Source: an optimization exercise on an open RTL-to-GDS flow (aim: small area). Production flows keep margins and buffers that such runs may drop.
The RTL was checked by simulation tests, not by an equivalence proof against the original design.
Power figures rest on the tool's default switching activity, not on a simulated workload.

==> flow/design.v (excerpt) <==
module nrg_top (
    input  wire        clk,
    input  wire        rst,           
    input  wire        host_we,
    input  wire [6:0]  host_addr,
    input  wire [31:0] host_wdata,
    output reg  [31:0] host_rdata,
    output wire        req_valid,
    output wire [1:0]  req_kind,      
    output wire [2:0]  req_area,
    output wire [15:0] req_unit,
    output wire [15:0] req_start,
    output wire [1:0]  req_wc,
    output wire [31:0] req_data,
    input  wire        ans_valid,
    input  wire        ans_err,
    input  wire [7:0]  ans_len,
    input  wire [31:0] ans_data
);
    localparam [3:0] E_NONE = 4'd0, E_TAG = 4'd1, E_ORDER = 4'd2, E_BITSEL = 4'd3,
                     E_ADDR = 4'd4, E_LEN = 4'd5, E_NOSEL = 4'd6, E_NOCW = 4'd7,
                     E_VALUE = 4'd8, E_XPORT = 4'd9, E_ILLEGAL = 4'd10, E_BITVAL = 4'd11;
    localparam [1:0] S_ACQ = 2'd0, S_READ = 2'd1, S_WRITE = 2'd2;
    reg [31:0] buf_q;      reg [7:0] buflen_q;
    reg [31:0] ord_q;      reg [7:0] ordlen_q;
    reg [63:0] tag_q;      reg [7:0] taglen_q;
    reg [7:0]  bitsel_q;
    reg [15:0] word_q;
    reg [15:0] curword_q;
    reg [31:0] value_q;
    reg [2:0]  area_q;
    reg [15:0] start_q;
    reg [7:0]  slave_q;
    reg [15:0] dbnum_q;
    reg [31:0] cmd_q;
    reg        rv_q;
    reg [3:0]  st_q;
    wire       busy_q = st_q[3] && st_q[2] && !(st_q[1] && st_q[0]);
    wire       done_q = (st_q != 4'd0) && !busy_q;
    wire [3:0] errc_q = st_q;
  ...
Size in the first run: roughly 340 flip-flops, ~190 I/O pins, ~0.019 mm² of cells after synthesis.
clock: 10.0 ns
lec_check: 0
cap_margin: 20
core_margin: 2
core_utilization: 45
slew_margin: 20
synth_hierarchical: 1
standard.sh (not shown) runs the stock make flow with config.mk's settings and CLKGATE_MAP_FILE= SYNTH_SCRIPT=/design/flow/synth_recipe.tcl, a recipe that flattens the netlist after the stock synthesis.
==> flow/flow/run.sh <==
#!/bin/bash
# Own layout flow: the standard ORFS flow (standard.sh, unchanged
# synthesis), with two changes to how the layout is made:
#  - the port buffers are the smallest buffer cell instead of a delay cell,
#  - the clock tree is built from clkbuf_8 cells in clusters of at most 14
#    sinks within 60 um, without dummy loads.
# make's full output goes to make.log; ORFS keeps each step's log in orfs/logs.
set -euo pipefail
cd "$(dirname "$0")/.."
export BUFFER_PORTS_ARGS="-buffer_cell sky130_fd_sc_hd__buf_1"
export CTS_ARGS="-sink_clustering_enable -repair_clock_nets -dont_use_dummy_load -buf_list sky130_fd_sc_hd__clkbuf_8 -sink_clustering_size 14 -sink_clustering_max_diameter 60"
bash standard.sh > make.log 2>&1
The starting point finished clean.
Then changed:
==> flow/flow/run.sh (replaced) <==
#!/bin/bash
# Own layout flow: the standard ORFS flow (standard.sh, unchanged
# synthesis), with two changes to how the layout is made:
#  - the port buffers are the smallest buffer cell instead of a delay cell,
#  - the clock tree is built from clkbuf_4 cells (clkbuf_8 at the root) in
#    clusters of at most 8 sinks within 50 um, without dummy loads.
# make's full output goes to make.log; ORFS keeps each step's log in orfs/logs.
set -euo pipefail
cd "$(dirname "$0")/.."
export BUFFER_PORTS_ARGS="-buffer_cell sky130_fd_sc_hd__buf_1"
export CTS_ARGS="-sink_clustering_enable -repair_clock_nets -dont_use_dummy_load -buf_list sky130_fd_sc_hd__clkbuf_4 -root_buf sky130_fd_sc_hd__clkbuf_8 -sink_clustering_size 8 -sink_clustering_max_diameter 50"
bash standard.sh > make.log 2>&1
- CAP_MARGIN: 20 -> 10
- CORE_UTILIZATION: 45 -> 60
- SLEW_MARGIN: 20 -> 10
What happened:
- The new run went through all stages and came out clean
- sequential power stays flat
- wire length shrinks by 8.2%
- first-iteration DRC count grows by 13%
- flip-flop and latch count stays the same
Then changed:
- CORE_UTILIZATION: 60 -> 45
Maximum frequency grows by about 2%.
Worst setup slack gains 0.16 ns.
Core utilization decreases by 16 points.
Then changed:
==> flow/flow/run.sh (replaced) <==
#!/bin/bash
# Own layout flow: the standard ORFS flow (standard.sh, unchanged
# synthesis), with two changes to how the layout is made:
#  - the port buffers are the smallest buffer cell instead of a delay cell,
#  - the clock tree is built from clkbuf_8 cells in clusters of at most 14
#    sinks within 60 um, without dummy loads.
# make's full output goes to make.log; ORFS keeps each step's log in orfs/logs.
set -euo pipefail
cd "$(dirname "$0")/.."
export BUFFER_PORTS_ARGS="-buffer_cell sky130_fd_sc_hd__buf_1"
export CTS_ARGS="-sink_clustering_enable -repair_clock_nets -dont_use_dummy_load -buf_list sky130_fd_sc_hd__clkbuf_8 -sink_clustering_size 14 -sink_clustering_max_diameter 60"
bash standard.sh > make.log 2>&1
- CAP_MARGIN: 10 -> 20
- CORE_UTILIZATION: 45 -> 60
- SLEW_MARGIN: 10 -> 20
=> Cell count went down by about 6.6%; worst hold slack loses 0.041 ns; non-clock buffer count went down by 1; global-route usage went up by 8.3 points; critical path depth went up by 3; setup slack loses 0.18 ns; utilization went up by 16 points; power went down by about 0.54%; via count went up by about 3.6%; cell area went down by about 0.8%.

-- separate check: timing with driven ports --
The results above use ideal ports. As a check the final layouts listed here were re-extracted and re-timed, cells and wires unchanged.
Step 1, drivers: a clkbuf_16 drives clk and a buf_2 each remaining input, both assumed.
Step 2, shift: input delay + t, output delay - t, t = (earliest + latest rising clock arrival at the registers) / 2. This alone moves slack from input paths to output paths.
Three values: ideal, step 1, step 2; two values: the first two.
run | t (ns) | setup slack, ns | worst register clock-pin slew, ns | cell pins on the clock port's net
the first run | 0.653 | 2.004 / 1.973 / 1.973 | 0.09 / 0.09 | 1
the second run | 0.653 | 1.803 / 1.753 / 1.909 | 0.11 / 0.11 | 1
the third run | 0.660 | 1.964 / 1.916 / 1.942 | 0.10 / 0.10 | 1
the fourth run | 0.687 | 1.788 / 1.738 / 1.948 | 0.10 / 0.10 | 1
After both steps setup and hold are still met in every run listed. For the first run, which loses most, drivers alone change the setup slack by -0.031 ns; drivers and shift together by -0.031 ns.
